Background: an optimization exercise with open tools, aiming at small area, a short achievable clock period and few clock cycles per item. Do not read the settings as production practice. Only the layout flow was run in this run; the RTL was not checked for function there. Power is estimated from default activity; no workload was simulated.

==> design/flow/design.v <==
module ptc_builder (
    input  wire        clk,
    input  wire        rst,
    input  wire        start,
    output wire        start_ready,
    input  wire [7:0]  cfg_dtype,
    input  wire [31:0] cfg_total,
    input  wire [15:0] cfg_cyl,
    input  wire [7:0]  cfg_heads,
    input  wire [7:0]  cfg_sect,
    input  wire [7:0]  cfg_ilv,
    input  wire [31:0] cfg_nfull,
    output wire [7:0]  rsvd_addr,
    input  wire [7:0]  rsvd_data,
    output wire        out_valid,
    input  wire        out_ready,
    output wire [7:0]  out_data,
    output wire        res_valid,
    output wire        res_refused,
    output wire        res_warn
);
    reg        scan;         
    reg        srdy;         
    reg        srdy_o;       
    reg        pend;         
    reg        act_a, act_b, act_c;
    reg        ov_a, ov_b, ov_c, ov_o;
    reg        lastb;        
    reg        rv;           
    reg        rref;         
    reg        rwarn;        
    reg  [7:0] od;           
    reg  [8:0] p;            
    reg  [7:0] ra;           
    reg [15:0] romx;         
    reg  [7:0] dtype;
    reg [23:0] total;
    reg [15:0] cyl;
    reg  [7:0] heads;
    reg  [7:0] sect;
    reg  [7:0] ilv;
    reg  [3:0] n4;           
    reg        nhi;          
    reg        nmid;         
    reg        wtop;         
    assign start_ready = srdy_o;
    assign out_valid   = ov_o;
    assign out_data    = od;
    assign res_valid   = rv;
    assign res_refused = rref;
    assign res_warn    = rwarn;
    assign rsvd_addr   = ra;
    wire big  = nhi | nmid;                  
    wire nz   = big | (n4 != 4'd0);          
    wire warn = wtop | nhi | (total[15:0] != 16'd0) | (total[19:16] != n4);
    wire [3:0] nm1 = n4 - 4'd1;
    wire [7:0] kx0 = big ? 8'hA0
                   : {4'h5, n4[0] ? n4 : {~n4[2] & ~n4[1], ~n4[1], 2'b10}};
    wire [7:0] kx1 = big ? 8'hB9
                   : {1'b0, ~(n4 == 4'd1 || n4 == 4'd3), 2'b00, nm1 ^ 4'h6};
    wire [15:0] kx = {kx1, kx0};
    wire [7:0] cks0 = romx[7:0]  ^ kx[7:0]  ^ dtype ^ total[15:8] ^ cyl[15:8] ^ sect;
    wire [7:0] cks1 = romx[15:8] ^ kx[15:8] ^ total[7:0] ^ total[23:16] ^ cyl[7:0]
                    ^ heads ^ ilv;
    wire       hz = (p[8:6] == 3'd0);        
    wire [4:0] ho = {p[5:2], p[0]};          
    reg  [7:0] hbyte;
    reg        hrom;                         
    always @(*) begin
        hrom  = 1'b0;
        hbyte = 8'h00;
        case (ho)
            5'h00, 5'h01: hbyte = 8'hAE;
            5'h02:        hbyte = cks0;
            5'h03:        hbyte = cks1;
            5'h04:        hbyte = dtype;
            5'h05:        hbyte = total[7:0];
            5'h06:        hbyte = total[15:8];
            5'h07:        hbyte = total[23:16];
            5'h09:        hbyte = cyl[7:0];
            5'h0A:        hbyte = cyl[15:8];
            5'h0B:        hbyte = heads;
            5'h0C:        hbyte = sect;
            5'h0D:        hbyte = ilv;
            5'h0E:        hbyte = 8'h00;
            5'h11, 5'h12, 5'h13, 5'h14: hbyte = 8'hFF;
            default:      hrom  = 1'b1;      
        endcase
    end
    wire use_rom = ~hz | hrom;               
    reg [3:0] ei;
    reg i_lt, i_eq, i_le, i_01, i_0, i_f40, i_lt9;
    always @(posedge clk) begin
        ei    <= p[8:5];
        i_lt  <= big | (p[8:5] < n4);        
        i_eq  <= ~big & (p[8:5] == n4);      
        i_le  <= big | (p[8:5] <= n4);
        i_01  <= (p[8:6] == 3'd0);           
        i_0   <= (p[8:5] == 4'd0);
        i_f40 <= (p[8:5] < 4'd4) && (p[8:5] == 4'd0 || big || p[8:5] < n4);
        i_lt9 <= (p[8:5] < 4'd9);
    end
    wire [3:0] eb = {p[4:2], p[0]};
    reg  [7:0] ebyte;
    always @(*) begin
        case (eb)
            4'd0: ebyte = !i_le ? 8'h00 : i_01 ? {7'd0, i_0} : {4'hF, 4'd1 - ei};
            4'd1: ebyte = (i_le && !i_01) ? 8'hFF : 8'h00;
            4'd2: ebyte = !i_le ? {4'd0, n4} : i_01 ? {7'd0, ~i_0} : {4'd0, ei - 4'd1};
            4'd3: ebyte = i_lt ? 8'hFF : i_eq ? {4'd0, nm1} : 8'h00;
            4'd4: ebyte = i_lt ? 8'hFF : 8'h00;
            4'd5: ebyte = i_f40 ? 8'h40 : 8'h00;
            4'd6: ebyte = 8'hC1;                         
            4'd7: ebyte = 8'hC5;                         
            4'd8: ebyte = i_lt9 ? {4'hB, ei + 4'd1} : 8'hB1;
            4'd9: ebyte = i_lt9 ? 8'hA0 : {4'hB, ei - 4'd9};
            default: ebyte = 8'hA0;                      
        endcase
    end
    wire [7:0] nbyte = p[1] ? ebyte : (use_rom ? rsvd_data : hbyte);
    wire plast   = (p == 9'd511);
    wire idle    = ~act_b & ~ov_b;
    wire begin_b = pend & nz & ~act_b & (~ov_b | (out_ready & lastb));
    wire refuse  = pend & ~nz & idle;        
    wire load_a  = act_a & (~ov_a | out_ready);
    wire load_b  = act_b & (~ov_b | out_ready);
    wire load_c  = act_c & (~ov_c | out_ready);
    wire pend_n  = (start & srdy) | (pend & ~begin_b & ~refuse);
    always @(posedge clk) begin
        if (rst) begin
            scan   <= 1'b1;
            srdy   <= 1'b0;
            srdy_o <= 1'b0;
            pend   <= 1'b0;
            act_a  <= 1'b0;
            act_b  <= 1'b0;
            act_c  <= 1'b0;
            ov_a   <= 1'b0;
            ov_b   <= 1'b0;
            ov_c   <= 1'b0;
            ov_o   <= 1'b0;
            rv     <= 1'b0;
            p      <= 9'd0;
            ra     <= 8'd0;
            romx   <= 16'd0;
        end else begin
            rv    <= (ov_a & out_ready & lastb) | refuse;
            pend  <= pend_n;
            act_a <= begin_b | (act_a & ~(load_a & plast));
            act_b <= begin_b | (act_b & ~(load_b & plast));
            act_c <= begin_b | (act_c & ~(load_c & plast));
            ov_a  <= load_a | (ov_a & ~out_ready);
            ov_b  <= load_b | (ov_b & ~out_ready);
            ov_c  <= load_c | (ov_c & ~out_ready);
            ov_o  <= load_a | (ov_o & ~out_ready);
            srdy   <= ~scan & ~pend_n & ~begin_b
                    & (~act_b | (p[8:1] == 8'hFF) & (p[0] | load_b));
            srdy_o <= ~scan & ~(start & srdy_o | pend & ~begin_b & ~refuse) & ~begin_b
                    & (~act_c | (p[8:1] == 8'hFF) & (p[0] | load_c));
            if (scan) begin
                if (~hz | hrom) begin
                    if (p[0]) romx[15:8] <= romx[15:8] ^ rsvd_data;
                    else      romx[7:0]  <= romx[7:0]  ^ rsvd_data;
                end
                if (ra == 8'hFF) scan <= 1'b0;
            end
            if (scan | load_b)
                p <= p + {7'd0, p[0] & scan, 1'b1};
            if (scan | load_c)
                ra <= {ra[7:1] + {6'd0, ra[0] & (p[1] | scan)}, ~ra[0]};
        end
    end
    always @(posedge clk) begin
        if (load_a) begin
            od    <= nbyte;
            lastb <= plast;
        end
        if (srdy) begin
            dtype <= cfg_dtype;
            total <= cfg_total[23:0];
            cyl   <= cfg_cyl;
            heads <= cfg_heads;
            sect  <= cfg_sect;
            ilv   <= cfg_ilv;
            n4    <= cfg_nfull[3:0];
            nhi   <= (cfg_nfull[31:16] != 16'd0);
            nmid  <= (cfg_nfull[15:4] != 12'd0);
            wtop  <= (cfg_total[31:20] != cfg_nfull[15:4]);
        end else if (!(pend && ov_b)) begin
            rref  <= ~nz;
            rwarn <= warn;
        end
    end
endmodule
==> design/flow/flow/run.sh <==
#!/bin/bash
# The standard layout (the standard.sh, unchanged synthesis and steps),
# with one change: the port buffers that global placement inserts on every
# input and output are sky130_fd_sc_hd__buf_1 cells instead of the cell
# buffer_ports picks by itself (clkdlybuf4s50_1, a slow delay buffer).
set -euo pipefail
bash standard.sh "BUFFER_PORTS_ARGS=-buffer_cell sky130_fd_sc_hd__buf_1" finish > make_finish.log 2>&1
==> design/flow/standard.sh <==
#!/bin/bash
# synth_recipe.tcl (not shown) runs the flow's synth.tcl, then flattens the netlist and writes it again
# the make line also repeats each setting of config.mk as NAME=value (left out here)
make -C /OpenROAD-flow-scripts/flow DESIGN_CONFIG=/design/flow/config.mk WORK_HOME=/design/flow/orfs CLKGATE_MAP_FILE= SYNTH_SCRIPT=/design/flow/synth_recipe.tcl "${@:-finish}"
==> design/flow/config.mk <==
export PLATFORM = sky130hd
export DESIGN_NAME = ptc_builder
export DESIGN_NICKNAME = ptc_builder
export VERILOG_FILES = /design/flow/design.v
export SDC_FILE = /design/flow/constraint.sdc
export NUM_CORES = 4
export LEC_CHECK = 0
export CAP_MARGIN = 20
export CORE_MARGIN = 2
export CORE_UTILIZATION = 40
export PLACE_DENSITY = 0.6
export SLEW_MARGIN = 65
==> design/flow/constraint.sdc <==
create_clock -name core_clock -period 10.0 [get_ports {clk}]
set_input_delay 2.0000 -clock core_clock [delete_from_list [all_inputs] [get_ports {clk}]]
set_output_delay 2.0000 -clock core_clock [all_outputs]
set_load 0.01 [all_outputs]
==> results.py <==
metrics = {
    "power_and_ir_drop": {
        "power.leakage_nw": 3.119,
        "finalPower_w": 0.001361,
        "power_density_nw_per_um2": 146.5,
        "irDropWorstVdd_mv": 0.1211,
    },
    "die": {
        "ios": 145,
        "die_h_um": 144.1,
        "initial_core_util": 0.4058,
        "rows": 51,
        "die_area_um2": 20750,
        "coreArea_um2": 19330,
        "die_x_um": 144.1,
    },
    "setup_path": {
        "worstSetupStartpointType": "register",
        "path_delay_family": "flip-flops",
        "crit_arrival_ps": 1020,
        "end_kind": "output pin",
        "path_cells": "buf_1",
        "crit_type": "reg -> out",
        "critical_path_buf_inv_count": 1,
        "crit_required_ps": 8000,
        "max_stage_delay_ps": 420,
        "cp_max_fo": 5,
        "slowest_stage": "dfxtp_1",
    },
    "synth": {
        "synthFlopType": "edfxtp_1",
        "ys_seq_elements": 146,
        "syn_inst": 744,
        "synth_edf_count": 90,
        "syn-num-nets": 884,
        "mappedNetlistArea_um2": 7846,
        "async_reset_ff_frac": 0,
        "yosysSeqAreaShare": 0.4873,
        "avgSynthCellArea_um2": 10.55,
        "yosys.cell_types.count": 72,
        "yosys_warnings": 1,
    },
    "route": {
        "wl_mm": 20.98,
        "first_pass_iters": 5,
        "drtIter0Drc": 524,
        "num_vias": 6210,
        "drtAntennaViolNets": 0,
        "routedWlPerCell_um": 18.07,
        "via_per_inst": 5.349,
        "route.detailed.drc": 0,
    },
    "final_layout": {
        "n_fill_cell": 1822,
        "antenna_cells": 0,
        "synthToLayoutAreaGrowth_pct": 18.35,
        "layout_commonest_cell": "buf_1",
        "fin_cells": 1161,
        "post-route-cell-area_um2": 9286,
        "layout.nets": 1023,
        "drive_gt1_frac": 0.08036,
        "final_cell_mix": "buf_1, edfxtp_1, xnor2_1",
        "multiInputGateArea_um2": 3882,
        "seqCellArea_um2": 3829,
    },
    "clock_tree": {
        "cts_max_path_buffers": 2,
        "htree_levels": 4,
        "cts_made_buffers": 17,
        "root_buffer": "clkbuf_16",
        "cts_sinks": 146,
        "cts_resized": 0,
        "cts_setup_buffers": 0,
        "clkTransAtPathRegs_ps": 60,
        "cts_tree": "built",
        "insertion_delay_ps": 420,
        "hold_buffers": 0,
    },
    "timing": {
        "timing.fmax_mhz": 331.1,
        "finalHoldViolations": 0,
        "fin_skew_ps": 12.31,
        "tightest_slew_ps": 505.0,
        "relSlewSlack": 0.6611,
        "layout_min_cycle_time_ps": 3020,
        "timing.setup.tns_ps": 0,
        "rsz0062_at_grt": "no",
        "timing.final.crit_share": 0.3020,
        "holdWs_ps": 431.4,
        "slew_viol_final": 0,
        "finalSetupViolCount": 0,
    },
    "global_routing": {
        "grt.overflow.total": 0,
        "grt_pass1_wl_mm": 32.44,
        "first_global_vias": 6011,
        "grt_max_degree": 58,
        "track_usage": 0.2084,
        "antenna_found_initial": 0,
    },
    "run": {
        "cap_viol_max_count": 0,
    },
    "placed_design": {
        "dp_cells": 1129,
        "port-buffer-count": 144,
        "gp_congestion": 0.9333,
        "hpwl_mm": 15.27,
        "placed_area_um2": 8732,
    },
    "worst_hold_path": {
        "min_path_type": "reg -> reg",
    },
    "run_status": {
        "status": "finished clean",
    },
}
power breakdown:
group	switching [W]	internal, W	total (W)
sequential	0.00000536	0.000642	0.000648
combinational	0.0000741	0.0000458	0.000120
clock	0.000252	0.000341	0.000593
through the flow:
| stage | worst slack, ps | util |
|---|---|---|
| floorplan | 6919 | - |
| global placement | 6476 | 0.4450 |
| detailed placement | 6562 | 0.4516 |
| CTS | 6969 | 0.4800 |
| global route | 6847 | 0.4803 |
| finish | 6980 | 0.4803 |
flip-flops by register name (all words and copies together) (netlist names), 4 cells and up:
register  cells
ei            4
romx         16
ilv           8
n4            4
p             9
total        24
sect          8
od            8
cyl          16
dtype         8
ra            8
heads         8
path summary, 6_finish.rpt:
kind | cells after the start | slack, ps | start | to
worst min-delay path | 1 | 430 | srdy_o | srdy_o
worst max register to register | 7 | 7370 | p[0] | od[2]
worst min register to register | 1 | 430 | srdy_o | srdy_o
worst max-delay path | 1 | 6980 | ra[3] | rsvd_addr[3]
logic make-up after synthesis:
| family | after synthesis | synth area share |
|---|---|---|
| and+or+nand+nor | 250 | 0.1620 |
| buffers and inverters | 51 | 0.02966 |
| DFF | 146 | 0.4873 |
| adders and majority gates | 16 | 0.02647 |
| AOI/OAI and AO/OA | 131 | 0.1140 |
| xor gates and xnor gates | 134 | 0.1583 |
| muxes | 16 | 0.02216 |
Yosys cell counts, types with 5 or more instances:
master,n,area [um^2]
a21oi_1,33,165.2
xor2_1,43,376.6
ha_1,15,187.7
a22oi_1,10,75.07
nor3_1,14,70.07
nor2b_1,12,75.07
nand2b_1,7,43.79
xnor2_1,86,753.2
xnor3_1,5,112.6
nand4_1,16,100.1
buf_2,11,55.05
nor2_1,64,240.2
edfxtp_1,90,2703
nand2_1,58,217.7
clkbuf_1,13,48.80
inv_1,16,60.06
o21ai_0,25,125.1
nand3_1,21,105.1
buf_4,5,37.54
and3_1,13,81.33
o2bb2ai_1,7,61.31
nor4_1,20,125.1
a31oi_1,5,31.28
mux2i_1,14,140.1
dfxtp_1,56,1121
area by class of cell:
type,instances,share of cell area
flip-flops and latches,146,0.4123
inverters,18,0.007276
clock inverters,11,0.008084
well taps,265,0.03570
repair buffers,153,0.06764
multi-input cells,547,0.4181
clock buffers,21,0.05093
metal layers:
layer  global-route usage  part of all wire  up-vias
li1                     -                 -     2984
met1               0.2774              0.44     2915
met2               0.3351              0.46      267
met3              0.04106             0.067       44
met4              0.08359             0.033        0
met5                    0                 0        -

[what the ideal ports hide]
No port has a modelled driver above. Below, the same layout with a new extraction and two added sets of constraints. Step 1: set_driving_cell puts a clkbuf_16 on clk and a buf_2 on each other input, an assumption about the parent block. Step 2, shift: input delay + t, output delay - t, t = (earliest + latest rising clock arrival at the registers) / 2. This alone moves slack from input paths to output paths. a / b / c = ideal / step 1 / step 2; a / b = the first two.
shift t [ns]: 0.462
setup slack, ns: 6.980 / 6.938 / 6.561
hold slack, ns: 0.431 / 0.431 / 0.431
clock arrival spread, ns: 0.016 / 0.016
After both steps this run still meets setup and hold. The setup slack of this run moves by -0.042 ns with the drivers and by -0.419 ns with both steps.
